This design comes from an exercise in tuning for small area, a short achievable clock period and few clock cycles on the open sky130 flow, not from production work.
The RTL was checked by simulation tests, not by an equivalence proof against the original design.
Power is estimated from default activity; no workload was simulated.

$ cat flow/standard.sh
#!/bin/bash
# synth_recipe.tcl (not shown) runs the flow's synth.tcl, then flattens the netlist and writes it again
# the make line also repeats each setting of config.mk as NAME=value (left out here)
make -C /OpenROAD-flow-scripts/flow DESIGN_CONFIG=/design/flow/config.mk WORK_HOME=/design/flow/orfs CLKGATE_MAP_FILE= SYNTH_SCRIPT=/design/flow/synth_recipe.tcl "${@:-finish}"
$ cat flow/constraint.sdc
create_clock -name core_clock -period 33.0 [get_ports {clk}]
set_input_delay 6.6000 -clock core_clock [delete_from_list [all_inputs] [get_ports {clk}]]
set_output_delay 6.6000 -clock core_clock [all_outputs]
set_load 0.01 [all_outputs]
$ cat flow/config.mk
export PLATFORM = sky130hd
export DESIGN_NAME = bq_encoder
export DESIGN_NICKNAME = bq_encoder
export VERILOG_FILES = /design/flow/design.v
export SDC_FILE = /design/flow/constraint.sdc
export NUM_CORES = 4
export LEC_CHECK = 0
export CAP_MARGIN = 20
export CORE_MARGIN = 2
export CORE_UTILIZATION = 40
export CTS_CLUSTER_DIAMETER = 80
export CTS_CLUSTER_SIZE = 25
export SLEW_MARGIN = 20
$ cat flow/design.v
module bq_encoder (
    input  wire        clk,
    input  wire        rst,           
    input  wire        start,
    output wire        start_ready,
    input  wire [3:0]  cfg_w,         
    input  wire [3:0]  cfg_h,         
    input  wire [3:0]  cfg_d,         
    input  wire [3:0]  cfg_c,         
    input  wire        pix_valid,
    output wire        pix_ready,
    input  wire [23:0] pix_data,
    output reg         res_valid,
    output reg  [7:0]  res_data,
    output reg         done,
    output reg  [7:0]  base_y,
    output reg  [7:0]  max_delta,
    output reg  [3:0]  rbn,
    output reg  [2:0]  shift,
    output reg  [7:0]  avg_cr,
    output reg  [7:0]  avg_cb,
    output reg  [6:0]  csize
);
    localparam Q = 3;           
    reg        rs;
    reg        in_active;       
    reg        start_ready_r, pix_ready_r;
    reg  [2:0] wm1, hm1;        
    reg  [2:0] col, row;        
    reg  [3:0] d_in, c_in;      
    reg  [3:0] d_blk, c_blk;    
    assign start_ready = start_ready_r;
    assign pix_ready   = pix_ready_r;
    wire st_acc   = start & ~in_active & ~rs;
    wire px_acc   = pix_valid & pix_ready_r;
    wire is_first = (col == 3'd0) & (row == 3'd0);
    wire is_last  = (col == wm1) & (row == hm1);
    reg [23:0] p0;  reg v0, f0, l0;
    reg [7:0]  y1;  reg [8:0] tr1, tb1;  reg v1, f1, l1;
    reg        cons;            
    reg  [6:0]  cnt;
    reg  [7:0]  min_y, max_y;
    reg  [13:0] sum_cr, sum_cb;
    reg  [7:0]  ybuf [0:63];
    reg  [5:0]  wptr, rptr;
    reg  [6:0]  occ;            
    reg  [6:0]  rdy;            
    reg  [16:0] dq [0:Q-1];
    reg  [1:0]  dq_wp, dq_rp;
    reg  [2:0]  dq_n;
    reg  [6:0]  div_n;
    reg  [3:0]  div_cnt;
    reg  [5:0]  rem_cr, rem_cb;
    reg         nb_cr, nb_cb;       
    wire rd_en = (rdy != 7'd0);
    wire [2:0] col_inc = (col == wm1) ? 3'd0 : col + 3'd1;
    wire [2:0] row_inc = (col == wm1) ? row + 3'd1 : row;
    wire       last_after_acc = (col_inc == wm1) & (row_inc == hm1);
    wire       last_after_st  = (cfg_w == 4'd1) & (cfg_h == 4'd1);
    wire [6:0] rdy_n   = rdy - {6'd0, rd_en} + (cons ? cnt : 7'd0);
    wire [6:0] occ_n0  = occ - {6'd0, rd_en};
    wire [6:0] occ_n1  = occ_n0 + 7'd1;
    wire       cons_n  = v1 & l1;
    wire       s1l_n   = v0 & l0;
    wire       n2_n    = (cnt != 7'd0);         
    wire       e0 = (rdy_n >= 7'd1);
    wire       e1 = (rdy_n >= 7'd2) | cons_n;
    wire       e2 = (rdy_n >= 7'd3) | s1l_n | (cons_n & n2_n);
    wire [1:0] g  = {1'b0, e0} + {1'b0, e1} + {1'b0, e2};
    wire [6:0] lim = 7'd63 + {5'd0, g};
    wire       occ_ok0 = (occ_n0 <= lim);
    wire       occ_ok1 = (occ_n1 <= lim);
    wire [5:0] hd_left = dq[dq_rp][5:0] - rptr;    
    wire       last_ok = ~(v0 & l0) & ~(v1 & l1) & ~cons &
                         (div_cnt <= 4'd4) & ((dq_n < Q) | (hd_left <= 6'd4));
    wire pr_st = occ_ok0 & (~last_after_st | last_ok);
    wire pr_px = ~is_last & occ_ok1 & (~last_after_acc | last_ok);
    wire pr_no = in_active & occ_ok0 & (~is_last | last_ok);
    always @(posedge clk) begin
        rs            <= rst;
        start_ready_r <= ~rst & (rs | (st_acc ? 1'b0 : (px_acc & is_last) ? 1'b1 : ~in_active));
        pix_ready_r   <= ~rst & ~rs & (st_acc ? pr_st : px_acc ? pr_px : pr_no);
        if (rs)
            in_active <= 1'b0;
        else if (st_acc)
            in_active <= 1'b1;
        else if (px_acc & is_last)
            in_active <= 1'b0;
        if (~in_active) begin
            wm1  <= cfg_w[2:0] - 3'd1;
            hm1  <= cfg_h[2:0] - 3'd1;
            col  <= 3'd0;
            row  <= 3'd0;
            d_in <= cfg_d;
            c_in <= cfg_c;
        end else if (px_acc) begin
            col <= col_inc;
            row <= row_inc;
        end
        if (pix_ready_r & is_last) begin
            d_blk <= d_in;
            c_blk <= c_in;
        end
    end
    wire [7:0] pr = p0[23:16], pg = p0[15:8], pb = p0[7:0];
    wire ys_1 = pr[0] ^ pr[2] ^ pr[3];
    wire ys_2 = (pr[0] & pr[2]) | (pr[0] & pr[3]) | (pr[2] & pr[3]);
    wire ys_3 = pr[1] ^ pr[3] ^ pr[4];
    wire ys_4 = (pr[1] & pr[3]) | (pr[1] & pr[4]) | (pr[3] & pr[4]);
    wire ys_5 = pr[6] ^ pg[2];
    wire ys_6 = pr[6] & pg[2];
    wire ys_7 = pr[2] ^ pr[4] ^ pr[5];
    wire ys_8 = (pr[2] & pr[4]) | (pr[2] & pr[5]) | (pr[4] & pr[5]);
    wire ys_9 = pr[7] ^ pg[3] ^ pg[5];
    wire ys_10 = (pr[7] & pg[3]) | (pr[7] & pg[5]) | (pg[3] & pg[5]);
    wire ys_11 = pg[6] ^ pb[0];
    wire ys_12 = pg[6] & pb[0];
    wire ys_13 = pr[3] ^ pr[5] ^ pr[6];
    wire ys_14 = (pr[3] & pr[5]) | (pr[3] & pr[6]) | (pr[5] & pr[6]);
    wire ys_15 = pg[0] ^ pg[4] ^ pg[6];
    wire ys_16 = (pg[0] & pg[4]) | (pg[0] & pg[6]) | (pg[4] & pg[6]);
    wire ys_17 = pg[7] ^ pb[1] ^ pb[3];
    wire ys_18 = (pg[7] & pb[1]) | (pg[7] & pb[3]) | (pb[1] & pb[3]);
    wire ys_19 = pb[4] ^ pb[5];
    wire ys_20 = pb[4] & pb[5];
    wire ys_21 = pr[0] ^ pr[4] ^ pr[6];
    wire ys_22 = (pr[0] & pr[4]) | (pr[0] & pr[6]) | (pr[4] & pr[6]);
    wire ys_23 = pr[7] ^ pg[1] ^ pg[5];
    wire ys_24 = (pr[7] & pg[1]) | (pr[7] & pg[5]) | (pg[1] & pg[5]);
    wire ys_25 = pg[7] ^ pb[2] ^ pb[4];
    wire ys_26 = (pg[7] & pb[2]) | (pg[7] & pb[4]) | (pb[2] & pb[4]);
    wire ys_27 = pb[5] ^ pb[6];
    wire ys_28 = pb[5] & pb[6];
    wire ys_29 = pr[1] ^ pr[5] ^ pr[7];
    wire ys_30 = (pr[1] & pr[5]) | (pr[1] & pr[7]) | (pr[5] & pr[7]);
    wire ys_31 = pg[2] ^ pg[6] ^ pb[0];
    wire ys_32 = (pg[2] & pg[6]) | (pg[2] & pb[0]) | (pg[6] & pb[0]);
    wire ys_33 = pb[3] ^ pb[5];
    wire ys_34 = pb[3] & pb[5];
    wire ys_35 = pr[2] ^ pr[6] ^ pg[0];
    wire ys_36 = (pr[2] & pr[6]) | (pr[2] & pg[0]) | (pr[6] & pg[0]);
    wire ys_37 = pg[3] ^ pg[7];
    wire ys_38 = pg[3] & pg[7];
    wire ys_39 = pr[0] ^ pr[3] ^ pr[7];
    wire ys_40 = (pr[0] & pr[3]) | (pr[0] & pr[7]) | (pr[3] & pr[7]);
    wire ys_41 = pg[0] ^ pg[1];
    wire ys_42 = pg[0] & pg[1];
    wire ys_43 = pr[0] ^ pr[1] ^ pr[4];
    wire ys_44 = (pr[0] & pr[1]) | (pr[0] & pr[4]) | (pr[1] & pr[4]);
    wire ys_45 = pg[1] ^ pg[2];
    wire ys_46 = pg[1] & pg[2];
    wire ys_47 = pr[1] ^ pr[2] ^ pr[5];
    wire ys_48 = (pr[1] & pr[2]) | (pr[1] & pr[5]) | (pr[2] & pr[5]);
    wire ys_49 = pg[0] ^ pg[2] ^ pg[3];
    wire ys_50 = (pg[0] & pg[2]) | (pg[0] & pg[3]) | (pg[2] & pg[3]);
    wire ys_51 = pg[6] ^ pb[0];
    wire ys_52 = pg[6] & pb[0];
    wire ys_53 = pr[2] ^ pr[3] ^ pr[6];
    wire ys_54 = (pr[2] & pr[3]) | (pr[2] & pr[6]) | (pr[3] & pr[6]);
    wire ys_55 = pg[1] ^ pg[3] ^ pg[4];
    wire ys_56 = (pg[1] & pg[3]) | (pg[1] & pg[4]) | (pg[3] & pg[4]);
    wire ys_57 = pg[7] ^ pb[1];
    wire ys_58 = pg[7] & pb[1];
    wire ys_59 = pr[0] ^ pr[3] ^ pr[4];
    wire ys_60 = (pr[0] & pr[3]) | (pr[0] & pr[4]) | (pr[3] & pr[4]);
    wire ys_61 = pr[7] ^ pg[2] ^ pg[4];
    wire ys_62 = (pr[7] & pg[2]) | (pr[7] & pg[4]) | (pg[2] & pg[4]);
    wire ys_63 = pg[5] ^ pb[2];
    wire ys_64 = pg[5] & pb[2];
    wire ys_65 = pr[1] ^ pr[4] ^ pr[5];
    wire ys_66 = (pr[1] & pr[4]) | (pr[1] & pr[5]) | (pr[4] & pr[5]);
    wire ys_67 = pg[0] ^ pg[3] ^ pg[5];
    wire ys_68 = (pg[0] & pg[3]) | (pg[0] & pg[5]) | (pg[3] & pg[5]);
    wire ys_69 = pg[6] ^ pb[3];
    wire ys_70 = pg[6] & pb[3];
    wire ys_71 = pr[2] ^ pr[5] ^ pr[6];
    wire ys_72 = (pr[2] & pr[5]) | (pr[2] & pr[6]) | (pr[5] & pr[6]);
    wire ys_73 = pg[1] ^ pg[4] ^ pg[6];
    wire ys_74 = (pg[1] & pg[4]) | (pg[1] & pg[6]) | (pg[4] & pg[6]);
    wire ys_75 = pr[3] ^ pr[6] ^ pr[7];
    wire ys_76 = (pr[3] & pr[6]) | (pr[3] & pr[7]) | (pr[6] & pr[7]);
    wire ys_77 = pr[0] ^ pr[1];
    wire ys_78 = pr[0] & pr[1];
    wire ys_79 = pr[1] ^ pr[2] ^ pr[4];
    wire ys_80 = (pr[1] & pr[2]) | (pr[1] & pr[4]) | (pr[2] & pr[4]);
    wire ys_81 = pg[0] ^ pg[2] ^ pg[3];
    wire ys_82 = (pg[0] & pg[2]) | (pg[0] & pg[3]) | (pg[2] & pg[3]);
    wire ys_83 = pr[5] ^ pg[1] ^ pg[3];
    wire ys_84 = (pr[5] & pg[1]) | (pr[5] & pg[3]) | (pg[1] & pg[3]);
    wire ys_85 = pg[4] ^ pb[0] ^ pb[1];
    wire ys_86 = (pg[4] & pb[0]) | (pg[4] & pb[1]) | (pb[0] & pb[1]);
    wire ys_87 = pb[2] ^ pb[3];
    wire ys_88 = pb[2] & pb[3];
    wire ys_89 = pg[4] ^ pg[5] ^ pb[1];
    wire ys_90 = (pg[4] & pg[5]) | (pg[4] & pb[1]) | (pg[5] & pb[1]);
    wire ys_91 = pb[2] ^ pb[3] ^ pb[4];
    wire ys_92 = (pb[2] & pb[3]) | (pb[2] & pb[4]) | (pb[3] & pb[4]);
    wire ys_93 = ys_3 ^ ys_5 ^ ys_2;
    wire ys_94 = (ys_3 & ys_5) | (ys_3 & ys_2) | (ys_5 & ys_2);
    wire ys_95 = pb[2] ^ pb[3] ^ pb[4];
    wire ys_96 = (pb[2] & pb[3]) | (pb[2] & pb[4]) | (pb[3] & pb[4]);
    wire ys_97 = pb[5] ^ ys_7 ^ ys_9;
    wire ys_98 = (pb[5] & ys_7) | (pb[5] & ys_9) | (ys_7 & ys_9);
    wire ys_99 = ys_11 ^ ys_4 ^ ys_6;
    wire ys_100 = (ys_11 & ys_4) | (ys_11 & ys_6) | (ys_4 & ys_6);
    wire ys_101 = pb[6] ^ 1'b1 ^ ys_13;
    wire ys_102 = (pb[6] & 1'b1) | (pb[6] & ys_13) | (1'b1 & ys_13);
    wire ys_103 = ys_15 ^ ys_17 ^ ys_19;
    wire ys_104 = (ys_15 & ys_17) | (ys_15 & ys_19) | (ys_17 & ys_19);
    wire ys_105 = ys_8 ^ ys_10 ^ ys_12;
    wire ys_106 = (ys_8 & ys_10) | (ys_8 & ys_12) | (ys_10 & ys_12);
    wire ys_107 = pb[7] ^ ys_21 ^ ys_23;
    wire ys_108 = (pb[7] & ys_21) | (pb[7] & ys_23) | (ys_21 & ys_23);
    wire ys_109 = ys_25 ^ ys_27 ^ ys_14;
    wire ys_110 = (ys_25 & ys_27) | (ys_25 & ys_14) | (ys_27 & ys_14);
    wire ys_111 = ys_16 ^ ys_18 ^ ys_20;
    wire ys_112 = (ys_16 & ys_18) | (ys_16 & ys_20) | (ys_18 & ys_20);
    wire ys_113 = pb[6] ^ pb[7] ^ ys_29;
    wire ys_114 = (pb[6] & pb[7]) | (pb[6] & ys_29) | (pb[7] & ys_29);
    wire ys_115 = ys_31 ^ ys_33 ^ ys_22;
    wire ys_116 = (ys_31 & ys_33) | (ys_31 & ys_22) | (ys_33 & ys_22);
    wire ys_117 = ys_24 ^ ys_26 ^ ys_28;
    wire ys_118 = (ys_24 & ys_26) | (ys_24 & ys_28) | (ys_26 & ys_28);
    wire ys_119 = pb[1] ^ pb[4] ^ pb[6];
    wire ys_120 = (pb[1] & pb[4]) | (pb[1] & pb[6]) | (pb[4] & pb[6]);
    wire ys_121 = pb[7] ^ ys_35 ^ ys_37;
    wire ys_122 = (pb[7] & ys_35) | (pb[7] & ys_37) | (ys_35 & ys_37);
    wire ys_123 = ys_30 ^ ys_32 ^ ys_34;
    wire ys_124 = (ys_30 & ys_32) | (ys_30 & ys_34) | (ys_32 & ys_34);
    wire ys_125 = pg[4] ^ pb[0] ^ pb[2];
    wire ys_126 = (pg[4] & pb[0]) | (pg[4] & pb[2]) | (pb[0] & pb[2]);
    wire ys_127 = pb[5] ^ pb[7] ^ ys_39;
    wire ys_128 = (pb[5] & pb[7]) | (pb[5] & ys_39) | (pb[7] & ys_39);
    wire ys_129 = ys_41 ^ ys_36 ^ ys_38;
    wire ys_130 = (ys_41 & ys_36) | (ys_41 & ys_38) | (ys_36 & ys_38);
    wire ys_131 = pg[5] ^ pb[0] ^ pb[1];
    wire ys_132 = (pg[5] & pb[0]) | (pg[5] & pb[1]) | (pb[0] & pb[1]);
    wire ys_133 = pb[3] ^ pb[6] ^ ys_43;
    wire ys_134 = (pb[3] & pb[6]) | (pb[3] & ys_43) | (pb[6] & ys_43);
    wire ys_135 = ys_45 ^ ys_40 ^ ys_42;
    wire ys_136 = (ys_45 & ys_40) | (ys_45 & ys_42) | (ys_40 & ys_42);
    wire ys_137 = pb[1] ^ pb[2] ^ pb[4];
    wire ys_138 = (pb[1] & pb[2]) | (pb[1] & pb[4]) | (pb[2] & pb[4]);
    wire ys_139 = pb[7] ^ ys_47 ^ ys_49;
    wire ys_140 = (pb[7] & ys_47) | (pb[7] & ys_49) | (ys_47 & ys_49);
    wire ys_141 = ys_51 ^ ys_44 ^ ys_46;
    wire ys_142 = (ys_51 & ys_44) | (ys_51 & ys_46) | (ys_44 & ys_46);
    wire ys_143 = pb[2] ^ pb[3] ^ pb[5];
    wire ys_144 = (pb[2] & pb[3]) | (pb[2] & pb[5]) | (pb[3] & pb[5]);
    wire ys_145 = ys_53 ^ ys_55 ^ ys_57;
    wire ys_146 = (ys_53 & ys_55) | (ys_53 & ys_57) | (ys_55 & ys_57);
    wire ys_147 = ys_48 ^ ys_50 ^ ys_52;
    wire ys_148 = (ys_48 & ys_50) | (ys_48 & ys_52) | (ys_50 & ys_52);
    wire ys_149 = pb[3] ^ pb[4] ^ pb[6];
    wire ys_150 = (pb[3] & pb[4]) | (pb[3] & pb[6]) | (pb[4] & pb[6]);
    wire ys_151 = ys_59 ^ ys_61 ^ ys_63;
    wire ys_152 = (ys_59 & ys_61) | (ys_59 & ys_63) | (ys_61 & ys_63);
    wire ys_153 = ys_54 ^ ys_56 ^ ys_58;
    wire ys_154 = (ys_54 & ys_56) | (ys_54 & ys_58) | (ys_56 & ys_58);
    wire ys_155 = pb[4] ^ pb[5] ^ pb[7];
    wire ys_156 = (pb[4] & pb[5]) | (pb[4] & pb[7]) | (pb[5] & pb[7]);
    wire ys_157 = ys_65 ^ ys_67 ^ ys_69;
    wire ys_158 = (ys_65 & ys_67) | (ys_65 & ys_69) | (ys_67 & ys_69);
    wire ys_159 = ys_60 ^ ys_62 ^ ys_64;
    wire ys_160 = (ys_60 & ys_62) | (ys_60 & ys_64) | (ys_62 & ys_64);
    wire ys_161 = pg[7] ^ pb[4] ^ pb[5];
    wire ys_162 = (pg[7] & pb[4]) | (pg[7] & pb[5]) | (pb[4] & pb[5]);
    wire ys_163 = pb[6] ^ ys_71 ^ ys_73;
    wire ys_164 = (pb[6] & ys_71) | (pb[6] & ys_73) | (ys_71 & ys_73);
    wire ys_165 = ys_66 ^ ys_68 ^ ys_70;
    wire ys_166 = (ys_66 & ys_68) | (ys_66 & ys_70) | (ys_68 & ys_70);
    wire ys_167 = pg[2] ^ pg[5] ^ pg[7];
    wire ys_168 = (pg[2] & pg[5]) | (pg[2] & pg[7]) | (pg[5] & pg[7]);
    wire ys_169 = pb[5] ^ pb[6] ^ pb[7];
    wire ys_170 = (pb[5] & pb[6]) | (pb[5] & pb[7]) | (pb[6] & pb[7]);
    wire ys_171 = ys_75 ^ ys_72 ^ ys_74;
    wire ys_172 = (ys_75 & ys_72) | (ys_75 & ys_74) | (ys_72 & ys_74);
    wire ys_173 = pr[4] ^ pr[7] ^ pg[3];
    wire ys_174 = (pr[4] & pr[7]) | (pr[4] & pg[3]) | (pr[7] & pg[3]);
    wire ys_175 = pg[6] ^ pb[6] ^ pb[7];
    wire ys_176 = (pg[6] & pb[6]) | (pg[6] & pb[7]) | (pb[6] & pb[7]);
    wire ys_177 = pr[0] ^ pr[2];
    wire ys_178 = pr[0] & pr[2];
    wire ys_179 = pr[3] ^ pg[1] ^ pg[2];
    wire ys_180 = (pr[3] & pg[1]) | (pr[3] & pg[2]) | (pg[1] & pg[2]);
    wire ys_181 = pb[0] ^ pb[1];
    wire ys_182 = pb[0] & pb[1];
    wire ys_183 = pb[0] ^ pb[1] ^ pb[2];
    wire ys_184 = (pb[0] & pb[1]) | (pb[0] & pb[2]) | (pb[1] & pb[2]);
    wire ys_185 = ys_79 ^ ys_81 ^ ys_78;
    wire ys_186 = (ys_79 & ys_81) | (ys_79 & ys_78) | (ys_81 & ys_78);
    wire ys_187 = ys_1 ^ ys_83 ^ ys_85;
    wire ys_188 = (ys_1 & ys_83) | (ys_1 & ys_85) | (ys_83 & ys_85);
    wire ys_189 = ys_87 ^ ys_80 ^ ys_82;
    wire ys_190 = (ys_87 & ys_80) | (ys_87 & ys_82) | (ys_80 & ys_82);
    wire ys_191 = ys_89 ^ ys_91 ^ ys_93;
    wire ys_192 = (ys_89 & ys_91) | (ys_89 & ys_93) | (ys_91 & ys_93);
    wire ys_193 = ys_84 ^ ys_86 ^ ys_88;
    wire ys_194 = (ys_84 & ys_86) | (ys_84 & ys_88) | (ys_86 & ys_88);
    wire ys_195 = ys_95 ^ ys_97 ^ ys_99;
    wire ys_196 = (ys_95 & ys_97) | (ys_95 & ys_99) | (ys_97 & ys_99);
    wire ys_197 = ys_90 ^ ys_92 ^ ys_94;
    wire ys_198 = (ys_90 & ys_92) | (ys_90 & ys_94) | (ys_92 & ys_94);
    wire ys_199 = ys_101 ^ ys_103 ^ ys_105;
    wire ys_200 = (ys_101 & ys_103) | (ys_101 & ys_105) | (ys_103 & ys_105);
    wire ys_201 = ys_96 ^ ys_98 ^ ys_100;
    wire ys_202 = (ys_96 & ys_98) | (ys_96 & ys_100) | (ys_98 & ys_100);
    wire ys_203 = ys_107 ^ ys_109 ^ ys_111;
    wire ys_204 = (ys_107 & ys_109) | (ys_107 & ys_111) | (ys_109 & ys_111);
    wire ys_205 = ys_102 ^ ys_104 ^ ys_106;
    wire ys_206 = (ys_102 & ys_104) | (ys_102 & ys_106) | (ys_104 & ys_106);
    wire ys_207 = ys_113 ^ ys_115 ^ ys_117;
    wire ys_208 = (ys_113 & ys_115) | (ys_113 & ys_117) | (ys_115 & ys_117);
    wire ys_209 = ys_108 ^ ys_110 ^ ys_112;
    wire ys_210 = (ys_108 & ys_110) | (ys_108 & ys_112) | (ys_110 & ys_112);
    wire ys_211 = ys_119 ^ ys_121 ^ ys_123;
    wire ys_212 = (ys_119 & ys_121) | (ys_119 & ys_123) | (ys_121 & ys_123);
    wire ys_213 = ys_114 ^ ys_116 ^ ys_118;
    wire ys_214 = (ys_114 & ys_116) | (ys_114 & ys_118) | (ys_116 & ys_118);
    wire ys_215 = ys_125 ^ ys_127 ^ ys_129;
    wire ys_216 = (ys_125 & ys_127) | (ys_125 & ys_129) | (ys_127 & ys_129);
    wire ys_217 = ys_120 ^ ys_122 ^ ys_124;
    wire ys_218 = (ys_120 & ys_122) | (ys_120 & ys_124) | (ys_122 & ys_124);
    wire ys_219 = ys_131 ^ ys_133 ^ ys_135;
    wire ys_220 = (ys_131 & ys_133) | (ys_131 & ys_135) | (ys_133 & ys_135);
    wire ys_221 = ys_126 ^ ys_128 ^ ys_130;
    wire ys_222 = (ys_126 & ys_128) | (ys_126 & ys_130) | (ys_128 & ys_130);
    wire ys_223 = ys_137 ^ ys_139 ^ ys_141;
    wire ys_224 = (ys_137 & ys_139) | (ys_137 & ys_141) | (ys_139 & ys_141);
    wire ys_225 = ys_132 ^ ys_134 ^ ys_136;
    wire ys_226 = (ys_132 & ys_134) | (ys_132 & ys_136) | (ys_134 & ys_136);
    wire ys_227 = ys_143 ^ ys_145 ^ ys_147;
    wire ys_228 = (ys_143 & ys_145) | (ys_143 & ys_147) | (ys_145 & ys_147);
    wire ys_229 = ys_138 ^ ys_140 ^ ys_142;
    wire ys_230 = (ys_138 & ys_140) | (ys_138 & ys_142) | (ys_140 & ys_142);
    wire ys_231 = ys_149 ^ ys_151 ^ ys_153;
    wire ys_232 = (ys_149 & ys_151) | (ys_149 & ys_153) | (ys_151 & ys_153);
    wire ys_233 = ys_144 ^ ys_146 ^ ys_148;
    wire ys_234 = (ys_144 & ys_146) | (ys_144 & ys_148) | (ys_146 & ys_148);
    wire ys_235 = ys_155 ^ ys_157 ^ ys_159;
    wire ys_236 = (ys_155 & ys_157) | (ys_155 & ys_159) | (ys_157 & ys_159);
    wire ys_237 = ys_150 ^ ys_152 ^ ys_154;
    wire ys_238 = (ys_150 & ys_152) | (ys_150 & ys_154) | (ys_152 & ys_154);
    wire ys_239 = ys_161 ^ ys_163 ^ ys_165;
    wire ys_240 = (ys_161 & ys_163) | (ys_161 & ys_165) | (ys_163 & ys_165);
    wire ys_241 = ys_156 ^ ys_158 ^ ys_160;
    wire ys_242 = (ys_156 & ys_158) | (ys_156 & ys_160) | (ys_158 & ys_160);
    wire ys_243 = ys_167 ^ ys_169 ^ ys_171;
    wire ys_244 = (ys_167 & ys_169) | (ys_167 & ys_171) | (ys_169 & ys_171);
    wire ys_245 = ys_162 ^ ys_164 ^ ys_166;
    wire ys_246 = (ys_162 & ys_164) | (ys_162 & ys_166) | (ys_164 & ys_166);
    wire ys_247 = ys_76 ^ ys_173 ^ ys_175;
    wire ys_248 = (ys_76 & ys_173) | (ys_76 & ys_175) | (ys_173 & ys_175);
    wire ys_249 = ys_168 ^ ys_170 ^ ys_172;
    wire ys_250 = (ys_168 & ys_170) | (ys_168 & ys_172) | (ys_170 & ys_172);
    wire ys_251 = pr[5] ^ pg[4] ^ pg[7];
    wire ys_252 = (pr[5] & pg[4]) | (pr[5] & pg[7]) | (pg[4] & pg[7]);
    wire ys_253 = pb[7] ^ ys_174 ^ ys_176;
    wire ys_254 = (pb[7] & ys_174) | (pb[7] & ys_176) | (ys_174 & ys_176);
    wire ys_255 = pg[0] ^ pg[1];
    wire ys_256 = pg[0] & pg[1];
    wire ys_257 = ys_77 ^ ys_179 ^ ys_181;
    wire ys_258 = (ys_77 & ys_179) | (ys_77 & ys_181) | (ys_179 & ys_181);
    wire ys_259 = ys_183 ^ ys_185 ^ ys_180;
    wire ys_260 = (ys_183 & ys_185) | (ys_183 & ys_180) | (ys_185 & ys_180);
    wire ys_261 = ys_187 ^ ys_189 ^ ys_184;
    wire ys_262 = (ys_187 & ys_189) | (ys_187 & ys_184) | (ys_189 & ys_184);
    wire ys_263 = ys_191 ^ ys_193 ^ ys_188;
    wire ys_264 = (ys_191 & ys_193) | (ys_191 & ys_188) | (ys_193 & ys_188);
    wire ys_265 = ys_195 ^ ys_197 ^ ys_192;
    wire ys_266 = (ys_195 & ys_197) | (ys_195 & ys_192) | (ys_197 & ys_192);
    wire ys_267 = ys_199 ^ ys_201 ^ ys_196;
    wire ys_268 = (ys_199 & ys_201) | (ys_199 & ys_196) | (ys_201 & ys_196);
    wire ys_269 = ys_203 ^ ys_205 ^ ys_200;
    wire ys_270 = (ys_203 & ys_205) | (ys_203 & ys_200) | (ys_205 & ys_200);
    wire ys_271 = ys_207 ^ ys_209 ^ ys_204;
    wire ys_272 = (ys_207 & ys_209) | (ys_207 & ys_204) | (ys_209 & ys_204);
    wire ys_273 = ys_211 ^ ys_213 ^ ys_208;
    wire ys_274 = (ys_211 & ys_213) | (ys_211 & ys_208) | (ys_213 & ys_208);
    wire ys_275 = ys_215 ^ ys_217 ^ ys_212;
    wire ys_276 = (ys_215 & ys_217) | (ys_215 & ys_212) | (ys_217 & ys_212);
    wire ys_277 = ys_219 ^ ys_221 ^ ys_216;
    wire ys_278 = (ys_219 & ys_221) | (ys_219 & ys_216) | (ys_221 & ys_216);
    wire ys_279 = ys_223 ^ ys_225 ^ ys_220;
    wire ys_280 = (ys_223 & ys_225) | (ys_223 & ys_220) | (ys_225 & ys_220);
    wire ys_281 = ys_227 ^ ys_229 ^ ys_224;
    wire ys_282 = (ys_227 & ys_229) | (ys_227 & ys_224) | (ys_229 & ys_224);
    wire ys_283 = ys_231 ^ ys_233 ^ ys_228;
    wire ys_284 = (ys_231 & ys_233) | (ys_231 & ys_228) | (ys_233 & ys_228);
    wire ys_285 = ys_235 ^ ys_237 ^ ys_232;
    wire ys_286 = (ys_235 & ys_237) | (ys_235 & ys_232) | (ys_237 & ys_232);
    wire ys_287 = ys_239 ^ ys_241 ^ ys_236;
    wire ys_288 = (ys_239 & ys_241) | (ys_239 & ys_236) | (ys_241 & ys_236);
    wire ys_289 = ys_243 ^ ys_245 ^ ys_240;
    wire ys_290 = (ys_243 & ys_245) | (ys_243 & ys_240) | (ys_245 & ys_240);
    wire ys_291 = ys_247 ^ ys_249 ^ ys_244;
    wire ys_292 = (ys_247 & ys_249) | (ys_247 & ys_244) | (ys_249 & ys_244);
    wire ys_293 = ys_251 ^ ys_253 ^ ys_248;
    wire ys_294 = (ys_251 & ys_253) | (ys_251 & ys_248) | (ys_253 & ys_248);
    wire ys_295 = pr[6] ^ pg[5] ^ ys_252;
    wire ys_296 = (pr[6] & pg[5]) | (pr[6] & ys_252) | (pg[5] & ys_252);
    wire ys_297 = pb[0] ^ ys_177;
    wire ys_298 = pb[0] & ys_177;
    wire ys_299 = ys_178 ^ ys_257 ^ ys_256;
    wire ys_300 = (ys_178 & ys_257) | (ys_178 & ys_256) | (ys_257 & ys_256);
    wire ys_301 = ys_182 ^ ys_259 ^ ys_258;
    wire ys_302 = (ys_182 & ys_259) | (ys_182 & ys_258) | (ys_259 & ys_258);
    wire ys_303 = ys_186 ^ ys_261 ^ ys_260;
    wire ys_304 = (ys_186 & ys_261) | (ys_186 & ys_260) | (ys_261 & ys_260);
    wire ys_305 = ys_190 ^ ys_263 ^ ys_262;
    wire ys_306 = (ys_190 & ys_263) | (ys_190 & ys_262) | (ys_263 & ys_262);
    wire ys_307 = ys_194 ^ ys_265 ^ ys_264;
    wire ys_308 = (ys_194 & ys_265) | (ys_194 & ys_264) | (ys_265 & ys_264);
    wire ys_309 = ys_198 ^ ys_267 ^ ys_266;
    wire ys_310 = (ys_198 & ys_267) | (ys_198 & ys_266) | (ys_267 & ys_266);
    wire ys_311 = ys_202 ^ ys_269 ^ ys_268;
    wire ys_312 = (ys_202 & ys_269) | (ys_202 & ys_268) | (ys_269 & ys_268);
    wire ys_313 = ys_206 ^ ys_271 ^ ys_270;
    wire ys_314 = (ys_206 & ys_271) | (ys_206 & ys_270) | (ys_271 & ys_270);
    wire ys_315 = ys_210 ^ ys_273 ^ ys_272;
    wire ys_316 = (ys_210 & ys_273) | (ys_210 & ys_272) | (ys_273 & ys_272);
    wire ys_317 = ys_214 ^ ys_275 ^ ys_274;
    wire ys_318 = (ys_214 & ys_275) | (ys_214 & ys_274) | (ys_275 & ys_274);
    wire ys_319 = ys_218 ^ ys_277 ^ ys_276;
    wire ys_320 = (ys_218 & ys_277) | (ys_218 & ys_276) | (ys_277 & ys_276);
    wire ys_321 = ys_222 ^ ys_279 ^ ys_278;
    wire ys_322 = (ys_222 & ys_279) | (ys_222 & ys_278) | (ys_279 & ys_278);
    wire ys_323 = ys_226 ^ ys_281 ^ ys_280;
    wire ys_324 = (ys_226 & ys_281) | (ys_226 & ys_280) | (ys_281 & ys_280);
    wire ys_325 = ys_230 ^ ys_283 ^ ys_282;
    wire ys_326 = (ys_230 & ys_283) | (ys_230 & ys_282) | (ys_283 & ys_282);
    wire ys_327 = ys_234 ^ ys_285 ^ ys_284;
    wire ys_328 = (ys_234 & ys_285) | (ys_234 & ys_284) | (ys_285 & ys_284);
    wire ys_329 = ys_238 ^ ys_287 ^ ys_286;
    wire ys_330 = (ys_238 & ys_287) | (ys_238 & ys_286) | (ys_287 & ys_286);
    wire ys_331 = ys_242 ^ ys_289 ^ ys_288;
    wire ys_332 = (ys_242 & ys_289) | (ys_242 & ys_288) | (ys_289 & ys_288);
    wire ys_333 = ys_246 ^ ys_291 ^ ys_290;
    wire ys_334 = (ys_246 & ys_291) | (ys_246 & ys_290) | (ys_291 & ys_290);
    wire ys_335 = ys_250 ^ ys_293 ^ ys_292;
    wire ys_336 = (ys_250 & ys_293) | (ys_250 & ys_292) | (ys_293 & ys_292);
    wire ys_337 = ys_254 ^ ys_295 ^ ys_294;
    wire ys_338 = (ys_254 & ys_295) | (ys_254 & ys_294) | (ys_295 & ys_294);
    wire ys_339 = pr[7] ^ pg[6] ^ ys_296;
    wire ys_340 = (pr[7] & pg[6]) | (pr[7] & ys_296) | (pg[6] & ys_296);
    wire [25:0] ys_a = {1'b0, pg[7], ys_339, ys_337, ys_335, ys_333, ys_331, ys_329, ys_327, ys_325, ys_323, ys_321, ys_319, ys_317, ys_315, ys_313, ys_311, ys_309, ys_307, ys_305, ys_303, ys_301, ys_299, ys_255, pr[1], pr[0]};
    wire [25:0] ys_b = {1'b0, ys_340, ys_338, ys_336, ys_334, ys_332, ys_330, ys_328, ys_326, ys_324, ys_322, ys_320, ys_318, ys_316, ys_314, ys_312, ys_310, ys_308, ys_306, ys_304, ys_302, ys_300, ys_298, ys_297, pg[0], 1'b0};
    wire [25:0] y_acc = ys_a + ys_b;
    wire [7:0]  y0 = y_acc[25:18];
    always @(posedge clk) begin
        p0  <= pix_data;
        f0  <= is_first;
        l0  <= is_last;
        y1  <= y0;
        tr1 <= {1'b0, p0[23:16]} + {1'b0, ~y0} + 9'd1;
        tb1 <= {1'b0, p0[7:0]}   + {1'b0, ~y0} + 9'd1;
        f1  <= f0;
        l1  <= l0;
        v0  <= px_acc & ~rs;
        if (rs) begin
            v1   <= 1'b0;
            cons <= 1'b0;
        end else begin
            v1   <= v0;
            cons <= v1 & l1;
        end
    end
    wire crs_1 = tr1[1] ^ tr1[2];
    wire crs_2 = tr1[1] & tr1[2];
    wire crs_3 = tr1[0] ^ tr1[2] ^ tr1[3];
    wire crs_4 = (tr1[0] & tr1[2]) | (tr1[0] & tr1[3]) | (tr1[2] & tr1[3]);
    wire crs_5 = tr1[0] ^ tr1[1] ^ tr1[3];
    wire crs_6 = (tr1[0] & tr1[1]) | (tr1[0] & tr1[3]) | (tr1[1] & tr1[3]);
    wire crs_7 = tr1[4] ^ tr1[6];
    wire crs_8 = tr1[4] & tr1[6];
    wire crs_9 = tr1[1] ^ tr1[2] ^ tr1[4];
    wire crs_10 = (tr1[1] & tr1[2]) | (tr1[1] & tr1[4]) | (tr1[2] & tr1[4]);
    wire crs_11 = tr1[5] ^ tr1[7] ^ 1'b1;
    wire crs_12 = (tr1[5] & tr1[7]) | (tr1[5] & 1'b1) | (tr1[7] & 1'b1);
    wire crs_13 = tr1[0] ^ tr1[2] ^ tr1[3];
    wire crs_14 = (tr1[0] & tr1[2]) | (tr1[0] & tr1[3]) | (tr1[2] & tr1[3]);
    wire crs_15 = tr1[5] ^ tr1[6] ^ tr1[8];
    wire crs_16 = (tr1[5] & tr1[6]) | (tr1[5] & tr1[8]) | (tr1[6] & tr1[8]);
    wire crs_17 = tr1[1] ^ tr1[3] ^ tr1[4];
    wire crs_18 = (tr1[1] & tr1[3]) | (tr1[1] & tr1[4]) | (tr1[3] & tr1[4]);
    wire crs_19 = tr1[6] ^ tr1[7] ^ 1'b1;
    wire crs_20 = (tr1[6] & tr1[7]) | (tr1[6] & 1'b1) | (tr1[7] & 1'b1);
    wire crs_21 = tr1[2] ^ tr1[4] ^ tr1[5];
    wire crs_22 = (tr1[2] & tr1[4]) | (tr1[2] & tr1[5]) | (tr1[4] & tr1[5]);
    wire crs_23 = tr1[7] ^ tr1[8];
    wire crs_24 = tr1[7] & tr1[8];
    wire crs_25 = tr1[3] ^ tr1[5] ^ tr1[6];
    wire crs_26 = (tr1[3] & tr1[5]) | (tr1[3] & tr1[6]) | (tr1[5] & tr1[6]);
    wire crs_27 = tr1[4] ^ tr1[6];
    wire crs_28 = tr1[4] & tr1[6];
    wire crs_29 = tr1[0] ^ tr1[1];
    wire crs_30 = tr1[0] & tr1[1];
    wire crs_31 = tr1[4] ^ tr1[8] ^ 1'b1;
    wire crs_32 = (tr1[4] & tr1[8]) | (tr1[4] & 1'b1) | (tr1[8] & 1'b1);
    wire crs_33 = tr1[5] ^ 1'b1 ^ crs_3;
    wire crs_34 = (tr1[5] & 1'b1) | (tr1[5] & crs_3) | (1'b1 & crs_3);
    wire crs_35 = 1'b1 ^ crs_5 ^ crs_7;
    wire crs_36 = (1'b1 & crs_5) | (1'b1 & crs_7) | (crs_5 & crs_7);
    wire crs_37 = crs_9 ^ crs_11 ^ crs_6;
    wire crs_38 = (crs_9 & crs_11) | (crs_9 & crs_6) | (crs_11 & crs_6);
    wire crs_39 = crs_13 ^ crs_15 ^ crs_10;
    wire crs_40 = (crs_13 & crs_15) | (crs_13 & crs_10) | (crs_15 & crs_10);
    wire crs_41 = crs_17 ^ crs_19 ^ crs_14;
    wire crs_42 = (crs_17 & crs_19) | (crs_17 & crs_14) | (crs_19 & crs_14);
    wire crs_43 = crs_21 ^ crs_23 ^ crs_18;
    wire crs_44 = (crs_21 & crs_23) | (crs_21 & crs_18) | (crs_23 & crs_18);
    wire crs_45 = tr1[8] ^ crs_25 ^ crs_22;
    wire crs_46 = (tr1[8] & crs_25) | (tr1[8] & crs_22) | (crs_25 & crs_22);
    wire crs_47 = tr1[7] ^ 1'b1 ^ crs_27;
    wire crs_48 = (tr1[7] & 1'b1) | (tr1[7] & crs_27) | (1'b1 & crs_27);
    wire crs_49 = tr1[5] ^ tr1[7] ^ tr1[8];
    wire crs_50 = (tr1[5] & tr1[7]) | (tr1[5] & tr1[8]) | (tr1[7] & tr1[8]);
    wire crs_51 = tr1[0] ^ tr1[2];
    wire crs_52 = tr1[0] & tr1[2];
    wire crs_53 = tr1[3] ^ tr1[7] ^ crs_29;
    wire crs_54 = (tr1[3] & tr1[7]) | (tr1[3] & crs_29) | (tr1[7] & crs_29);
    wire crs_55 = crs_1 ^ crs_31 ^ crs_30;
    wire crs_56 = (crs_1 & crs_31) | (crs_1 & crs_30) | (crs_31 & crs_30);
    wire crs_57 = crs_2 ^ crs_33 ^ crs_32;
    wire crs_58 = (crs_2 & crs_33) | (crs_2 & crs_32) | (crs_33 & crs_32);
    wire crs_59 = crs_4 ^ crs_35 ^ crs_34;
    wire crs_60 = (crs_4 & crs_35) | (crs_4 & crs_34) | (crs_35 & crs_34);
    wire crs_61 = crs_8 ^ crs_37 ^ crs_36;
    wire crs_62 = (crs_8 & crs_37) | (crs_8 & crs_36) | (crs_37 & crs_36);
    wire crs_63 = crs_12 ^ crs_39 ^ crs_38;
    wire crs_64 = (crs_12 & crs_39) | (crs_12 & crs_38) | (crs_39 & crs_38);
    wire crs_65 = crs_16 ^ crs_41 ^ crs_40;
    wire crs_66 = (crs_16 & crs_41) | (crs_16 & crs_40) | (crs_41 & crs_40);
    wire crs_67 = crs_20 ^ crs_43 ^ crs_42;
    wire crs_68 = (crs_20 & crs_43) | (crs_20 & crs_42) | (crs_43 & crs_42);
    wire crs_69 = crs_24 ^ crs_45 ^ crs_44;
    wire crs_70 = (crs_24 & crs_45) | (crs_24 & crs_44) | (crs_45 & crs_44);
    wire crs_71 = crs_26 ^ crs_47 ^ crs_46;
    wire crs_72 = (crs_26 & crs_47) | (crs_26 & crs_46) | (crs_47 & crs_46);
    wire crs_73 = crs_28 ^ crs_49 ^ crs_48;
    wire crs_74 = (crs_28 & crs_49) | (crs_28 & crs_48) | (crs_49 & crs_48);
    wire crs_75 = tr1[6] ^ tr1[8] ^ crs_50;
    wire crs_76 = (tr1[6] & tr1[8]) | (tr1[6] & crs_50) | (tr1[8] & crs_50);
    wire crs_77 = tr1[7] ^ 1'b1;
    wire crs_78 = tr1[7] & 1'b1;
    wire crs_79 = tr1[8] ^ 1'b1;
    wire crs_80 = tr1[8] & 1'b1;
    wire [21:0] crs_a = {1'b1, crs_79, crs_77, crs_75, crs_73, crs_71, crs_69, crs_67, crs_65, crs_63, crs_61, crs_59, crs_57, crs_55, crs_53, tr1[6], tr1[1], tr1[0], tr1[3], tr1[2], tr1[1], tr1[0]};
    wire [21:0] crs_b = {crs_80, crs_78, crs_76, crs_74, crs_72, crs_70, crs_68, crs_66, crs_64, crs_62, crs_60, crs_58, crs_56, crs_54, crs_52, crs_51, tr1[5], tr1[4], 1'b0, 1'b0, 1'b0, 1'b0};
    wire cbs_1 = tb1[5] ^ tb1[6];
    wire cbs_2 = tb1[5] & tb1[6];
    wire cbs_3 = tb1[0] ^ tb1[6] ^ tb1[7];
    wire cbs_4 = (tb1[0] & tb1[6]) | (tb1[0] & tb1[7]) | (tb1[6] & tb1[7]);
    wire cbs_5 = tb1[1] ^ tb1[7];
    wire cbs_6 = tb1[1] & tb1[7];
    wire cbs_7 = tb1[0] ^ tb1[1];
    wire cbs_8 = tb1[0] & tb1[1];
    wire cbs_9 = tb1[1] ^ tb1[2] ^ tb1[4];
    wire cbs_10 = (tb1[1] & tb1[2]) | (tb1[1] & tb1[4]) | (tb1[2] & tb1[4]);
    wire cbs_11 = tb1[2] ^ tb1[3] ^ tb1[5];
    wire cbs_12 = (tb1[2] & tb1[3]) | (tb1[2] & tb1[5]) | (tb1[3] & tb1[5]);
    wire cbs_13 = tb1[3] ^ tb1[4] ^ tb1[6];
    wire cbs_14 = (tb1[3] & tb1[4]) | (tb1[3] & tb1[6]) | (tb1[4] & tb1[6]);
    wire cbs_15 = tb1[4] ^ tb1[5] ^ tb1[7];
    wire cbs_16 = (tb1[4] & tb1[5]) | (tb1[4] & tb1[7]) | (tb1[5] & tb1[7]);
    wire cbs_17 = tb1[8] ^ 1'b1 ^ cbs_1;
    wire cbs_18 = (tb1[8] & 1'b1) | (tb1[8] & cbs_1) | (1'b1 & cbs_1);
    wire cbs_19 = 1'b1 ^ cbs_3 ^ cbs_2;
    wire cbs_20 = (1'b1 & cbs_3) | (1'b1 & cbs_2) | (cbs_3 & cbs_2);
    wire cbs_21 = tb1[8] ^ cbs_5 ^ cbs_4;
    wire cbs_22 = (tb1[8] & cbs_5) | (tb1[8] & cbs_4) | (cbs_5 & cbs_4);
    wire cbs_23 = tb1[2] ^ tb1[8] ^ cbs_6;
    wire cbs_24 = (tb1[2] & tb1[8]) | (tb1[2] & cbs_6) | (tb1[8] & cbs_6);
    wire cbs_25 = tb1[0] ^ tb1[3] ^ 1'b1;
    wire cbs_26 = (tb1[0] & tb1[3]) | (tb1[0] & 1'b1) | (tb1[3] & 1'b1);
    wire cbs_27 = tb1[1] ^ tb1[4] ^ 1'b1;
    wire cbs_28 = (tb1[1] & tb1[4]) | (tb1[1] & 1'b1) | (tb1[4] & 1'b1);
    wire cbs_29 = tb1[2] ^ tb1[5] ^ 1'b1;
    wire cbs_30 = (tb1[2] & tb1[5]) | (tb1[2] & 1'b1) | (tb1[5] & 1'b1);
    wire cbs_31 = tb1[3] ^ tb1[6] ^ 1'b1;
    wire cbs_32 = (tb1[3] & tb1[6]) | (tb1[3] & 1'b1) | (tb1[6] & 1'b1);
    wire cbs_33 = tb1[4] ^ tb1[7] ^ 1'b1;
    wire cbs_34 = (tb1[4] & tb1[7]) | (tb1[4] & 1'b1) | (tb1[7] & 1'b1);
    wire cbs_35 = tb1[5] ^ tb1[8];
    wire cbs_36 = tb1[5] & tb1[8];
    wire cbs_37 = tb1[6] ^ 1'b1;
    wire cbs_38 = tb1[6] & 1'b1;
    wire cbs_39 = tb1[7] ^ 1'b1;
    wire cbs_40 = tb1[7] & 1'b1;
    wire cbs_41 = tb1[8] ^ 1'b1;
    wire cbs_42 = tb1[8] & 1'b1;
    wire [21:0] cbs_a = {1'b1, cbs_41, cbs_39, cbs_37, cbs_35, cbs_33, cbs_31, cbs_29, cbs_27, cbs_25, cbs_23, cbs_21, cbs_19, cbs_17, cbs_15, cbs_13, cbs_11, cbs_9, tb1[3], tb1[0], tb1[1], tb1[0]};
    wire [21:0] cbs_b = {cbs_42, cbs_40, cbs_38, cbs_36, cbs_34, cbs_32, cbs_30, cbs_28, cbs_26, cbs_24, cbs_22, cbs_20, cbs_18, cbs_16, cbs_14, cbs_12, cbs_10, cbs_8, cbs_7, tb1[2], 1'b0, 1'b0};
    wire [21:0] cr_num = crs_a + crs_b;
    wire [21:0] cb_num = cbs_a + cbs_b;
    wire [7:0]  cr = cr_num[20:13];
    wire [7:0]  cb = cb_num[20:13];
    always @(posedge clk) begin
        if (v1) begin
            ybuf[wptr] <= y1;
            if (f1 | (y1 < min_y)) min_y <= y1;
            if (f1 | (y1 > max_y)) max_y <= y1;
        end
        sum_cr <= ((v1 & f1) ? 14'd0 : sum_cr) + {6'd0, cr & {8{v1}}};
        sum_cb <= ((v1 & f1) ? 14'd0 : sum_cb) + {6'd0, cb & {8{v1}}};
        if (rs | cons)
            cnt <= 7'd0;
        else if (v1)
            cnt <= cnt + 7'd1;
    end
    wire [7:0] delta = max_y - min_y;
    reg  [3:0] rbn_c;
    integer k;
    always @(*) begin
        rbn_c = 4'd0;
        for (k = 0; k < 8; k = k + 1)
            if (delta > (8'd1 << k))
                rbn_c = k[3:0] + 4'd1;
    end
    wire [3:0] shift_c = (rbn_c > d_blk) ? (rbn_c - d_blk) : 4'd0;
    wire [9:0] nd      = cnt * d_blk;
    wire [6:0] csize_c = (delta != 8'd0) ? (7'd4 + nd[9:3] + {6'd0, (nd[2:0] != 3'd0)}) : 7'd4;
    wire [7:0] keep    = ~(8'hff >> c_blk);       
    wire [6:0] rem2_cr = {rem_cr, nb_cr};
    wire [6:0] rem2_cb = {rem_cb, nb_cb};
    wire       ge_cr   = (rem2_cr >= div_n);
    wire       ge_cb   = (rem2_cb >= div_n);
    wire [6:0] sub_cr  = rem2_cr - div_n;
    wire [6:0] sub_cb  = rem2_cb - div_n;
    always @(posedge clk) begin
        if (cons) begin
            base_y    <= min_y;
            max_delta <= delta;
            rbn       <= rbn_c;
            shift     <= shift_c[2:0];
            csize     <= csize_c;
            div_n     <= cnt;
            rem_cr    <= sum_cr[13:8];
            rem_cb    <= sum_cb[13:8];
            avg_cr    <= sum_cr[7:0] & keep;
            avg_cb    <= sum_cb[7:0] & keep;
            nb_cr     <= sum_cr[7];
            nb_cb     <= sum_cb[7];
        end else if (div_cnt != 4'd0) begin
            rem_cr <= ge_cr ? sub_cr[5:0] : rem2_cr[5:0];
            rem_cb <= ge_cb ? sub_cb[5:0] : rem2_cb[5:0];
            avg_cr <= {avg_cr[6:0], ge_cr};
            nb_cr  <= avg_cr[6];
            nb_cb  <= avg_cb[6];
            avg_cb <= {avg_cb[6:0], ge_cb};
        end
        done <= ~rst & ~rs & (div_cnt == 4'd1);
        if (rs)
            div_cnt <= 4'd0;
        else if (cons)
            div_cnt <= c_blk;
        else if (div_cnt != 4'd0)
            div_cnt <= div_cnt - 4'd1;
    end
    wire [16:0] head     = dq[dq_rp];
    reg  [7:0]  rd_y;
    integer ri;
    always @(*) begin
        rd_y = 8'd0;
        for (ri = 0; ri < 64; ri = ri + 1)
            rd_y = rd_y | (ybuf[ri] & {8{rptr == ri[5:0]}});
    end
    wire [7:0]  rd_d     = rd_y - head[16:9];
    wire        blk_end  = (rptr == head[5:0]);
    wire        dq_pop   = rd_en & blk_end;
    always @(posedge clk) begin
        res_data  <= rd_d >> head[8:6];
        res_valid <= ~rst & ~rs & rd_en;
        if (cons)
            dq[dq_wp] <= {min_y, shift_c[2:0], wptr - 6'd1};
        if (rs) begin
            wptr  <= 6'd0;
            rptr  <= 6'd0;
            occ   <= 7'd0;
            rdy   <= 7'd0;
            dq_wp <= 2'd0;
            dq_rp <= 2'd0;
            dq_n  <= 3'd0;
        end else begin
            if (v1) wptr <= wptr + 6'd1;
            if (rd_en) rptr <= rptr + 6'd1;
            occ <= px_acc ? occ_n1 : occ_n0;
            rdy <= rdy_n;
            if (cons) dq_wp <= (dq_wp == Q - 1) ? 2'd0 : dq_wp + 2'd1;
            if (dq_pop) dq_rp <= (dq_rp == Q - 1) ? 2'd0 : dq_rp + 2'd1;
            dq_n <= dq_n + {2'd0, cons} - {2'd0, dq_pop};
        end
    end
endmodule
$ cat flow/flow/run.sh
#!/bin/bash
# The standard layout, with buf_4 port buffers instead of the cell buffer_ports picks by
# default (it picks a slow delay cell when timing has slack to spare).
set -euo pipefail
export BUFFER_PORTS_ARGS="-buffer_cell sky130_fd_sc_hd__buf_4"
bash standard.sh > standard.log 2>&1
==> reports/qor.log, run 1 <==
qor: synthesis.synthDistinctLibCells 88
qor: sta.maxSlewHeadroom 0.162
qor: detailed_routing.drc 0
qor: detailed_routing.drt_first_iter_violations 3067
qor: setup_path.r2r-start p0[20]
qor: final_layout.multiInputGateArea 16600 um^2
qor: status.run_status complete, no violations
qor: sta.clock_skew 0.0528 ns
qor: sta.setup_total_negative_slack 0 ns
qor: floorplan.die-area 106000 um^2
qor: clock_network.worst_setup_hold_path_clk_slew 0.10 ns
qor: clock_network.clock-root-buffer sky130_fd_sc_hd__clkbuf_16
qor: setup_path.worst_path_max_delay_cell sky130_fd_sc_hd__edfxtp_1
qor: global_routing.grt_pass1_vias 26259
qor: synthesis.netlist_top_cells_count 668 x sky130_fd_sc_hd__edfxtp_1, 395 x sky130_fd_sc_hd__inv_1, 256 x sky130_fd_sc_hd__nor2_1
qor: setup_path.timing.critical_path.fanout_max 2
qor: floorplan.initial_utilization 0.402
qor: setup_path.cp-start-kind flop
qor: global_routing.maximum_number_of_pins_on_one_net_before_global_route_repair 68
qor: power.leakage 17.7 nW
qor: detailed_routing.avg_wl_per_cell 24.8 um
qor: final_layout.sequential_cell_area 23100 um^2
qor: clock_network.worst_skew_pair.late_latency 0.67 ns
qor: sta.achievable-frequency 0.128 GHz
qor: setup_path.critical_path_arrival 1.24 ns
qor: final_layout.layout-drive-gt1-share 0.0957
qor: sta.setup_viol_count_final 0
qor: power.ir_drop 0.159 mV
qor: setup_path.maximum_single_stage_delay_on_the_critical_path 0.44 ns
qor: setup_path.worst_setup_path_endpoint avg_cr[2]
qor: detailed_routing.post_drt_via_cell_ratio 5.53
qor: clock_network.cts_repair_resize_count 0
qor: placement.gpl.final_weighted_congestion 1.01
qor: setup_path.criticalPathCategory flop to primary output
qor: hold_path.hold_path_class flop to flop
qor: clock_network.cts_hold_repair.buffers 0
qor: setup_path.reg2reg_setup_slack 25.75 ns
qor: detailed_routing.antenna_left 0
qor: detailed_routing.detailedRoute.firstPassIterationCount 7
qor: power.powerDensity 95.9 nW/um^2
qor: setup_path.critPathCaptureType primary output
qor: global_routing.grt.overflow.total 0
qor: clock_network.numCtsBuffers 43
qor: clock_network.post-cts-setup-buffers 0
qor: floorplan.design.core.area 103000 um^2
qor: sta.setup_repair_after_global_routing_missed_its_margin no
qor: sta.slew_viol_final 0
qor: detailed_routing.vias 26653
qor: synthesis.synth.top_cells.by_area sky130_fd_sc_hd__edfxtp_1 48%, sky130_fd_sc_hd__fa_1 9.8%, sky130_fd_sc_hd__ha_1 7.5%, sky130_fd_sc_hd__dfxtp_1 7.3%, sky130_fd_sc_hd__inv_1 3.6%
qor: placement.quantity_of_i_o_buffers_inserted_on_ports 101
qor: sta.final_period_minus_worst_setup_slack 7.84 ns
qor: floorplan.die_width 326 um
qor: setup_path.critical_path_cell_count 1
qor: synthesis.synth_fp_nets 3728
qor: setup_path.cp-startpoint avg_cr[2]
qor: synthesis.synth_flop_cell sky130_fd_sc_hd__edfxtp_1
qor: synthesis.synth.most_common_cell sky130_fd_sc_hd__edfxtp_1
qor: floorplan.placementRows 118
qor: synthesis.sequential_area_share_after_synthesis 0.557
qor: synthesis.syn-instance-count 3234
qor: sta.fin_crit_sh 0.238
qor: setup_path.worst_ep_required_time 26.40 ns
qor: synthesis.async_reset_ff_frac 0
qor: global_routing.grt_antenna_before_repair 5
qor: final_layout.final.fill_count 9393
qor: synthesis.number_of_enable_flip_flop_cells_after_synthesis 668
qor: final_layout.postLayoutCellArea 45800 um^2
qor: floorplan.floorplan.io_pins 102
qor: final_layout.area_growth_syn_to_layout 10.5%
qor: setup_path.timing.critical_path.cells buf_4
qor: clock_network.clock_sinks 819
qor: setup_path.timing.critical_path.buf_inv 1
qor: placement.dp.final_hpwl 85800 um
qor: job.max_cap_viol_count 0
qor: synthesis.post_synth_instance_area 41500 um^2
qor: sta.hold_viol_final 0
qor: synthesis.synth_top_area_share 0.484
qor: synthesis.synth-seq-cells 819
qor: synthesis.yosys_warnings 1
qor: final_layout.number_of_nets_in_the_layout 3906
qor: setup_path.critical_path.top_delay_family flip-flops
qor: global_routing.grtUsageTotal 0.223
qor: clock_network.clock_tree.buffer_depth 3
qor: sta.final_hold_slack 0.340 ns
qor: global_routing.grt_pass1_wl 175000 um
qor: power.power.total 4.40 mW
qor: setup_path.capture_point_of_the_worst_reg_to_reg_path tr1[8]
qor: setup_path.rr_worst_depth 25
qor: floorplan.die_height 326 um
qor: sta.tightestPinTransition 1.25 ns
qor: clock_network.cts_htree_levels 2
qor: clock_network.cts_tree done
qor: synthesis.syn_area_per_cell 12.8 um^2
qor: synthesis.synth_area_leader_cell sky130_fd_sc_hd__edfxtp_1
qor: placement.dpl_cell_area 44400 um^2
qor: detailed_routing.routed_wirelength 119000 um
-- cell usage in the layout (no fill, tap or decap), types with 10 or more instances in the layout --
cell type / Yosys / final
sky130_fd_sc_hd__xnor2_1: 80 / 80
sky130_fd_sc_hd__xor2_1: 52 / 52
sky130_fd_sc_hd__o21a_1: 16 / 16
sky130_fd_sc_hd__edfxtp_1: 668 / 668
sky130_fd_sc_hd__nand4_1: 48 / 48
sky130_fd_sc_hd__a31oi_1: 11 / 11
sky130_fd_sc_hd__dfxtp_2: 0 / 10
sky130_fd_sc_hd__clkbuf_16: 0 / 43
sky130_fd_sc_hd__nand3b_1: 19 / 19
sky130_fd_sc_hd__nand2b_1: 20 / 20
sky130_fd_sc_hd__nor2_1: 256 / 246
sky130_fd_sc_hd__a21o_1: 39 / 39
sky130_fd_sc_hd__inv_1: 395 / 395
sky130_fd_sc_hd__buf_4: 3 / 203
sky130_fd_sc_hd__o2bb2ai_1: 10 / 10
sky130_fd_sc_hd__a21oi_1: 121 / 121
sky130_fd_sc_hd__mux2_2: 10 / 10
sky130_fd_sc_hd__ha_1: 248 / 248
sky130_fd_sc_hd__nor3_1: 49 / 47
sky130_fd_sc_hd__mux2i_1: 40 / 40
sky130_fd_sc_hd__a221oi_1: 69 / 69
sky130_fd_sc_hd__nor2b_1: 25 / 25
sky130_fd_sc_hd__and3_1: 18 / 18
sky130_fd_sc_hd__o21bai_1: 14 / 14
sky130_fd_sc_hd__or3_1: 15 / 15
sky130_fd_sc_hd__and2_1: 37 / 37
sky130_fd_sc_hd__dfxtp_1: 151 / 141
sky130_fd_sc_hd__a22o_1: 64 / 64
sky130_fd_sc_hd__nor2_2: 7 / 17
sky130_fd_sc_hd__fa_1: 202 / 202
sky130_fd_sc_hd__nand3_1: 48 / 48
sky130_fd_sc_hd__a22oi_1: 84 / 84
sky130_fd_sc_hd__o21ai_0: 78 / 78
sky130_fd_sc_hd__nand2_1: 146 / 146
-- through the flow --
step / worst slack, ns / utilization / instances
after floorplan: 25.57 / - / 3234
after global placement: 25.33 / 0.430 / 4745
after detailed placement: 25.37 / 0.431 / 4746
after CTS: 25.13 / 0.444 / 4818
after global routing: 25.11 / 0.444 / 4819
final: 25.16 / 0.444 / 4823
-- logic make-up (layout without fill, tap and decap cells) --
group	count (synthesis)	count (layout)	share of synthesized area
flops	819	819	0.557
simple gates	733	733	0.0865
compound gates	575	575	0.0983
buf+inv	472	677	0.0443
fa+ha+maj	450	450	0.172
xor+xnor	133	133	0.0285
mux	52	52	0.0132
other cells	0	4	0
-- per-layer routing --
| layer | GRT usage | share of wire | routed length, um | vias up |
|---|---|---|---|---|
| li1 | - | - | - | 11957 |
| met1 | 0.298 | 0.40 | 47800 | 13201 |
| met2 | 0.355 | 0.46 | 54600 | 1220 |
| met3 | 0.0482 | 0.096 | 11500 | 269 |
| met4 | 0.0886 | 0.045 | 5430 | 6 |
| met5 | 0 | 0.00031 | 37 | - |
-- worst min path at each step --
stage | from | slack, ns | end | cells past startpoint
after floorplan | f0 | 0.31 | f1 | 0
after global placement | f0 | 0.31 | f1 | 0
after detailed placement | f0 | 0.32 | f1 | 0
after CTS | f0 | 0.34 | f1 | 0
after global routing | f0 | 0.35 | f1 | 0
final | f0 | 0.34 | f1 | 0
-- registers in the layout, indices dropped and copies added, names as in the netlist, 9 cells and up, named ones only --
register  cells
tr1           9
tb1           9
p0           24
sum_cb       14
dq           51
sum_cr       14
ybuf        512
-- layout make-up --
cell class,count,area share
inverter,400,0.0328
tap,1380,0.0377
sequential,819,0.504
antenna,4,0.000218
clock inverter,20,0.00535
timing repair buffer,205,0.0338
multi-input combinational,1943,0.362
clock buffer,52,0.0242
-- report_power, final --
part,switching (mW),total [mW],internal [mW]
clock,0.353,0.613,0.259
sequential,0.0822,1.41,1.33
combinational,1.38,2.37,0.991
Testbench counts, summed over its fixed seeds: cycles 10,641.
==> run 2: changes to the inputs <==
--- a/flow/config.mk
+++ b/flow/config.mk
@@ -5,9 +5,9 @@
 export SDC_FILE = /design/flow/constraint.sdc
 export NUM_CORES = 4
 export LEC_CHECK = 0
-export CAP_MARGIN = 20
+export CAP_MARGIN = 0
 export CORE_MARGIN = 2
 export CORE_UTILIZATION = 40
 export CTS_CLUSTER_DIAMETER = 80
 export CTS_CLUSTER_SIZE = 25
-export SLEW_MARGIN = 20
+export SLEW_MARGIN = 0
==> run 2 against run 1 <==
Clock power up 5.9%. Largest power group unchanged. Register-to-register slack better by 0.04 ns. Sequential power about the same. Clock-buffer cell count up 1. Setup slack worse by 0.0061 ns. Total power up 0.67%. Final cell count unchanged. Highest routed layer unchanged.
==> reports/qor.log, run 2 <==
qor: synthesis.sequential_area_share_after_synthesis 0.557 [unchanged]
qor: sta.final_hold_slack 0.336 ns [was 0.340 ns]
qor: detailed_routing.avg_wl_per_cell 24.8 um [about the same]
qor: floorplan.floorplan.io_pins 102 [unchanged]
qor: sta.tightestPinTransition 1.28 ns [was 1.25 ns]
qor: sta.slew_viol_final 0 [unchanged]
qor: setup_path.critPathCaptureType primary output [unchanged]
qor: global_routing.grt_antenna_before_repair 2 [was 5]
qor: placement.dp.final_hpwl 85900 um [was 85800 um]
qor: setup_path.reg2reg_setup_slack 25.79 ns [was 25.75 ns]
qor: global_routing.grt_util_met1 0.303 [was 0.298]
qor: synthesis.synth-seq-cells 819 [unchanged]
qor: final_layout.layout.cells.most_common_list 668 x sky130_fd_sc_hd__edfxtp_1, 395 x sky130_fd_sc_hd__inv_1, 248 x sky130_fd_sc_hd__ha_1 [unchanged]
qor: final_layout.final.fill_count 9385 [was 9393]
qor: setup_path.critical_path_arrival 1.25 ns [was 1.24 ns]
qor: setup_path.worst_path_max_delay_cell sky130_fd_sc_hd__edfxtp_1 [unchanged]
qor: floorplan.die-area 106000 um^2 [unchanged]
qor: floorplan.initial_utilization 0.402 [unchanged]
qor: power.powerDensity 96.4 nW/um^2 [was 95.9 nW/um^2]
qor: global_routing.grt.overflow.total 0 [unchanged]
qor: sta.setup_total_negative_slack 0 ns [unchanged]
qor: synthesis.netlist_top_cells_count 668 x sky130_fd_sc_hd__edfxtp_1, 395 x sky130_fd_sc_hd__inv_1, 256 x sky130_fd_sc_hd__nor2_1 [unchanged]
qor: final_layout.layout-drive-gt1-share 0.0960 [was 0.0957]
qor: placement.gpl.final_weighted_congestion 1.01 [unchanged]
qor: status.run_status complete, no violations [unchanged]
qor: sta.achievable-frequency 0.127 GHz [was 0.128 GHz]
qor: floorplan.placementRows 118 [unchanged]
qor: final_layout.final_common_cell sky130_fd_sc_hd__edfxtp_1 [unchanged]
qor: hold_path.hold-path-cell-count 0 [unchanged]
qor: synthesis.syn_area_per_cell 12.8 um^2 [unchanged]
qor: floorplan.die_height 326 um [unchanged]
qor: setup_path.cp-startpoint avg_cr[2] [unchanged]
qor: final_layout.number_of_nets_in_the_layout 3906 [unchanged]
qor: clock_network.post-cts-setup-buffers 0 [unchanged]
qor: synthesis.syn-instance-count 3234 [unchanged]
qor: synthesis.yosys_warnings 1 [unchanged]
qor: setup_path.criticalPathCategory flop to primary output [unchanged]
qor: synthesis.post_synth_instance_area 41500 um^2 [unchanged]
qor: synthesis.synth.top_cells.by_area sky130_fd_sc_hd__edfxtp_1 48%, sky130_fd_sc_hd__fa_1 9.8%, sky130_fd_sc_hd__ha_1 7.5%, sky130_fd_sc_hd__dfxtp_1 7.3%, sky130_fd_sc_hd__inv_1 3.6% [unchanged]
qor: synthesis.synth_area_leader_cell sky130_fd_sc_hd__edfxtp_1 [unchanged]
qor: detailed_routing.antenna_left 0 [unchanged]
qor: setup_path.cp-start-kind flop [unchanged]
qor: clock_network.clock-root-buffer sky130_fd_sc_hd__clkbuf_16 [unchanged]
qor: final_layout.reg.largest.list ybuf (512), dq (51), p0 (24) [unchanged]
qor: clock_network.cts_tree done [unchanged]
qor: final_layout.largest-register ybuf [unchanged]
qor: sta.maxSlewHeadroom 0.143 [was 0.162]
qor: setup_path.maximum_single_stage_delay_on_the_critical_path 0.44 ns [about the same]
qor: synthesis.synthDistinctLibCells 88 [unchanged]
==> run 2: cell counts after synthesis <==
No cell type changed its count.
==> run 2: stage by stage <==
step           setup WS, ns  total power, mW   util  cells  instance area (um^2)
3_3_place_gp          25.33             3.79  0.430   4745                 44400
2_1_floorplan         25.57             3.16      -   3234                 41500
5_1_grt               25.09             4.84  0.445   4819                 45900
4_1_cts               25.11             4.48  0.445   4819                 45900
6_report              25.15             4.43  0.445   4823                 45900
3_5_place_dp          25.33             3.82  0.430   4745                 44400
==> run 2: worst max-delay path by stage <==
stage                        endpoint  cells past startpoint  slack (ns)
after floorplan           pix_ready_r                      6       25.57
after global placement    pix_ready_r                      7       25.33
after detailed placement  pix_ready_r                      7       25.33
after CTS                   avg_cr[2]                      1       25.11
after global routing        avg_cr[1]                      1       25.09
final                       avg_cr[2]                      1       25.15
==> run 2: kinds of logic after synthesis <==
kind of cell,after synthesis,share of synthesized area
AO/OA/AOI/OAI,575,0.0983
XOR/XNOR,133,0.0285
adder cells (fa/ha/maj),450,0.172
buffers and inverters,472,0.0443
flip-flops,819,0.557
multiplexers,52,0.0132
AND/OR/NAND/NOR,733,0.0865
==> run 2: worst register-to-register path: stages (launching register included) <==
cell and delay (ns):
sky130_fd_sc_hd__dfxtp_1 0.84, sky130_fd_sc_hd__fa_1 0.57, sky130_fd_sc_hd__fa_1 0.51, sky130_fd_sc_hd__inv_1 0.05, sky130_fd_sc_hd__fa_1 0.49, sky130_fd_sc_hd__fa_1 0.55, sky130_fd_sc_hd__inv_1 0.06, sky130_fd_sc_hd__fa_1 0.45
sky130_fd_sc_hd__ha_1 0.32, sky130_fd_sc_hd__nand4_1 0.11, sky130_fd_sc_hd__a21oi_1 0.05, sky130_fd_sc_hd__o311ai_0 0.73, sky130_fd_sc_hd__a21oi_1 0.23, sky130_fd_sc_hd__o41a_1 0.39, sky130_fd_sc_hd__a21o_1 0.24, sky130_fd_sc_hd__a41o_1 0.27
sky130_fd_sc_hd__or2_1 0.27, sky130_fd_sc_hd__xnor2_1 0.31, sky130_fd_sc_hd__ha_1 0.33, sky130_fd_sc_hd__nor2b_1 0.14, sky130_fd_sc_hd__o21ai_0 0.15, sky130_fd_sc_hd__nand2b_1 0.07
==> run 2: per-layer routing <==
layer | wire length, um | share of wire
met5 | 12 | 0.00010
met4 | 5100 | 0.043
met3 | 11600 | 0.097
met2 | 55300 | 0.46
met1 | 47500 | 0.40
==> run 2: area by class of cell <==
| type | instances | area [um^2] | area share |
|---|---|---|---|
| sequential | 819 | 23100 | 0.503 |
| clock buffer | 53 | 1160 | 0.0252 |
| inverter | 400 | 1500 | 0.0327 |
| antenna | 4 | 10.0 | 0.000218 |
| clock inverter | 21 | 335 | 0.00730 |
| tap | 1380 | 1730 | 0.0376 |
| multi-input combinational | 1943 | 16600 | 0.361 |
| timing repair buffer | 203 | 1520 | 0.0332 |
==> run 2: power breakdown <==
| part | switching (mW) | internal (mW) | total, mW |
|---|---|---|---|
| sequential | 0.0815 | 1.33 | 1.41 |
| clock | 0.366 | 0.282 | 0.649 |
| combinational | 1.38 | 0.990 | 2.37 |

[port drivers added, routing unchanged]
How much do the figures lean on ideal ports? The routed layouts below were timed once more, with nothing changed but the port constraints.
Step 1, drivers: a clkbuf_16 drives clk and a buf_2 each remaining input, both assumed.
Step 2, shift: input delay + t, output delay - t, t = (earliest + latest rising clock arrival at the registers) / 2. This alone moves slack from input paths to output paths.
Slacks: ideal / step 1 / step 2; pairs: ideal / step 1.
run	t (ns)	setup slack, ns
run 1	0.701	25.158 / 25.092 / 25.323
run 2	0.713	25.152 / 25.076 / 25.337
After both steps every run listed still meets setup and hold.
